Context: an optimization exercise on an open-source flow, tuned for a short achievable clock period and few clock cycles. The choices shown serve that exercise and are no tape-out recipe.
RTL that was checked went through simulation tests only; none was proved equivalent to the original.
Power figures rest on the tool's default switching activity, not on a simulated workload.

// cu_codec
module cu_codec (
    input  wire        clk,
    input  wire        rst_n,
    input  wire        req_valid,
    output wire        req_ready,
    input  wire [7:0]  req_op,
    input  wire [31:0] req_a,
    input  wire [31:0] req_v,
    input  wire [31:0] req_r,
    input  wire        close,
    output reg         rsp_valid,
    output reg  [2:0]  rsp_code,
    output reg  [2:0]  rsp_kind,
    output reg  [31:0] rsp_fuel,
    output reg  [3:0]  rsp_start,
    output reg  [3:0]  rsp_mode,
    output reg  [7:0]  rsp_pit,
    output reg  [3:0]  rsp_display,
    output reg  [4:0]  rsp_tm_addr,
    output reg  [31:0] rsp_tm_stamp,
    output reg  [3:0]  rsp_tm_sector,
    output reg  [31:0] rsp_version,
    output reg  [15:0] rsp_raw_len,
    output reg  [63:0] rsp_raw_head,
    output reg  [15:0] discards,
    output wire        tx_valid,
    input  wire        tx_ready,
    output wire [7:0]  tx_data,
    output wire        tx_last,
    input  wire [1:0]  tx_status,
    input  wire        rx_valid,
    output wire        rx_ready,
    input  wire [7:0]  rx_data,
  ...
Settings: LEC_CHECK=0, ABC_CLOCK_PERIOD_IN_PS=1000, CAP_MARGIN=20, CORE_MARGIN=2, CORE_UTILIZATION=50, PLACE_DENSITY=0.6, SLEW_MARGIN=20; clock period 12.0 ns.
standard.sh (not shown) runs the stock make flow with config.mk's settings and CLKGATE_MAP_FILE= SYNTH_SCRIPT=/design/flow/synth_recipe.tcl, a recipe that flattens the netlist after the stock synthesis.
==> flow/flow/run.sh <==
#!/bin/bash
# The standard layout (the standard.sh: standard synthesis, floorplan,
# placement, CTS, routing, finish) with the same SDC and settings, except:
#  * port buffers are sky130_fd_sc_hd__buf_4 (ORFS otherwise picks
#    clkdlybuf4s50_1, a slow delay buffer, for every port);
#  * the resizer's setup repair aims for a larger slack margin, so that the
#    layout is optimised beyond the constraint's 12 ns.
set -euo pipefail
export BUFFER_PORTS_ARGS="-buffer_cell sky130_fd_sc_hd__buf_4"
export SETUP_SLACK_MARGIN=8.8
bash standard.sh finish > standard_flow.log 2>&1
Then changed:
--- a/flow/design.v
+++ b/flow/design.v
@@ -80,25 +80,26 @@
     wire a_ok = (req_a[31:3] == 29'd0);
     wire n_ok = (req_v[31:4] == 28'd0);
     wire b_ok = (req_v[31:8] == 24'd0);
     wire r_ok = (req_r[31:4] == 28'd0);
     wire p_ok = n_ok && (req_v[3:0] != 4'd0) && (req_v[3:0] <= 4'd8);
     wire op_chk  = op_w3 | op_pos | op_lap | op_ign;
     wire op_free = op_clr | op_rst | op_ver | op_pol | op_btn;
     reg  c_a_ok, c_n_ok, c_b_ok, c_r_ok, c_p_ok;
     reg  c_w3, c_pos, c_lap, c_ign;
     wire c_err1 = ((c_w3 | c_pos) & ~c_a_ok) | (c_w3 & ~c_n_ok) | (c_pos & ~c_p_ok) |
                   (c_lap & ~c_b_ok);
     wire c_err2 = ((c_w3 | c_pos) & ~c_r_ok) | (c_ign & ~c_b_ok);
-    wire c_go   = ~c_err1 & ~c_err2 & ~closed & ~close;
+    reg  c_ill;
+    wire c_go   = ~c_ill & ~c_err1 & ~c_err2 & ~closed & ~close;
     reg [7:0] f_key;
     reg [2:0] f_len;
     reg [4:0] f_word;
     reg [2:0] f_addr;
     reg [3:0] f_val, f_rep;
     reg [3:0] f_n1, f_n2, f_n3, f_n4;
     always @(*) begin
         f_word = (o[3:0] == 4'h1) ? 5'd0 : (o[3:0] == 4'h2) ? 5'd1 :
                  (o[3:0] == 4'h3) ? 5'd2 : (o[3:0] == 4'h6) ? 5'd17 : 5'd6;
         f_addr = op_lap ? 3'd7 : op_clr ? 3'd0 : req_a[2:0];
         f_val  = op_lap ? req_v[7:4] : op_clr ? 4'd0 : req_v[3:0];
         f_rep  = op_lap ? 4'd1 : op_clr ? 4'd9 : req_r[3:0];
@@ -124,26 +125,26 @@
             case (o[2:0])
                 3'd0:    f_n1 = 4'd1;
                 3'd1:    f_n1 = 4'd2;
                 3'd2:    f_n1 = 4'd5;
                 3'd3:    f_n1 = 4'd6;
                 3'd4:    f_n1 = 4'd7;
                 default: f_n1 = 4'd8;
             endcase
         end
     end
     wire accept  = s_idle & req_valid;
     wire acc_go  = accept & op_free & ~closed & ~close;
-    wire acc_chk = accept & op_chk;
-    wire acc_rsp = accept & ~op_chk & ~(op_free & ~closed & ~close);
+    wire acc_chk = accept & ~op_free;
+    wire acc_rsp = accept & op_free & (closed | close);
     wire chk_go  = st_check & c_go;
     wire chk_rsp = st_check & ~c_go;
     wire       lap2 = is_lap & sent1;       
     wire [3:0] e_n1 = lap2 ? 4'd2 : n1;
     wire [3:0] e_n3 = lap2 ? vlo  : n3;
     reg  [3:0] cur_nib, nxt_nib;
     wire [2:0] nidx = idx + 3'd1;
     always @(*) begin
         case (idx)
             3'd1:    cur_nib = e_n1;
             3'd2:    cur_nib = n2;
             3'd3:    cur_nib = is_ign ? chk : e_n3;
@@ -292,28 +293,28 @@
             diag_valid <= q0 & ~q_key;
             if (accept) begin
                 disc_n   <= 16'hFFFF;
                 discards <= 16'd0;
             end else begin
                 disc_n   <= ~(~disc_n + {15'd0, inc_disc});
                 discards <= ~disc_n + {15'd0, inc_disc};
             end
         end
     end
     always @(posedge clk) begin
         if (s_idle) begin
-            rsp_code <= legal ? E_IO : E_ILLEGAL;
+            rsp_code <= E_IO;        
             rsp_kind <= K_NONE;
         end else if (st_check) begin
-            rsp_code <= c_err1 ? E_VALID : c_err2 ? E_FORMAT : E_IO;
+            rsp_code <= c_ill ? E_ILLEGAL : c_err1 ? E_VALID : c_err2 ? E_FORMAT : E_IO;
             rsp_kind <= K_NONE;
         end else if (s_send) begin
             rsp_code <= (tx_status == 2'd1) ? E_TIMEOUT : E_IO;
             rsp_kind <= K_NONE;
         end else if (d1) begin
             rsp_code <= (is_poll | is_ver) ? E_FORMAT : E_OK;
             rsp_kind <= (is_poll | is_ver) ? K_NONE : K_RAW;
         end else begin
             rsp_code <= rx_evt ? (rx_timeout ? E_TIMEOUT : E_IO) : d_code;
             rsp_kind <= rx_evt ? K_NONE : d_kind;
         end
         if (s_idle) begin
@@ -330,24 +331,25 @@
             is_ver  <= op_ver;
             sent1   <= 1'b0;
             sent2   <= 1'b0;
             c_a_ok  <= a_ok;
             c_n_ok  <= n_ok;
             c_b_ok  <= b_ok;
             c_r_ok  <= r_ok;
             c_p_ok  <= p_ok;
             c_w3    <= op_w3;
             c_pos   <= op_pos;
             c_lap   <= op_lap;
             c_ign   <= op_ign;
+            c_ill   <= ~legal;
         end else if (tx_ok) begin
             sent1   <= 1'b1;
             sent2   <= sent1;
         end
         chk <= key[3:0] + e_n1 + n2 + e_n3 + n4;
         if (s_idle) begin
             txd <= f_key;
             idx <= 3'd0;
         end else if (tx_take) begin
             txd <= nxt_byte;
             idx <= s_txl ? 3'd0 : nidx;
         end else begin
Utilization rose by 1.5 points.
Cell area is about the same.
Via count rose by 0.52%.
Clock-buffer cell count fell by 7.
Total power rose by 10%.
Wire length rose by 1.5%.
Global-route usage rose by 0.74 points.
Non-clock buffer count fell by 2.
Clock skew hardly moves.
Testbench counts after the change, summed over its fixed seeds: cycles 117,636.
The RTL of the first run of this note was laid out without a check of its function.

-- afterwards: timing with drivers on the ports --
How much do the figures lean on ideal ports? The routed layouts below were timed once more, with nothing changed but the port constraints.
Step 1: set_driving_cell puts a clkbuf_16 on clk and a buf_2 on each other input, an assumption about the parent block.
Step 2 also shifts input and output timing later by t, the mid clock arrival at the registers, as if the neighbouring blocks saw the same clock.
Slacks: ideal / step 1 / step 2; pairs: ideal / step 1.
run | t (ns) | slack for setup (ns) | worst hold slack (ns) | worst setup path at the end | worst slew at a driven data input, ns
the first run | 0.647 | 8.424 / 8.359 / 7.712 | 0.411 / 0.411 / 0.411 | input to register | 0.20
the second run | 0.657 | 8.519 / 8.459 / 7.892 | 0.413 / 0.413 / 0.413 | input to register | 0.13
After both steps every run listed still meets setup and hold. For the first run, which loses most, drivers alone change the setup slack by -0.065 ns; drivers and shift together by -0.712 ns.
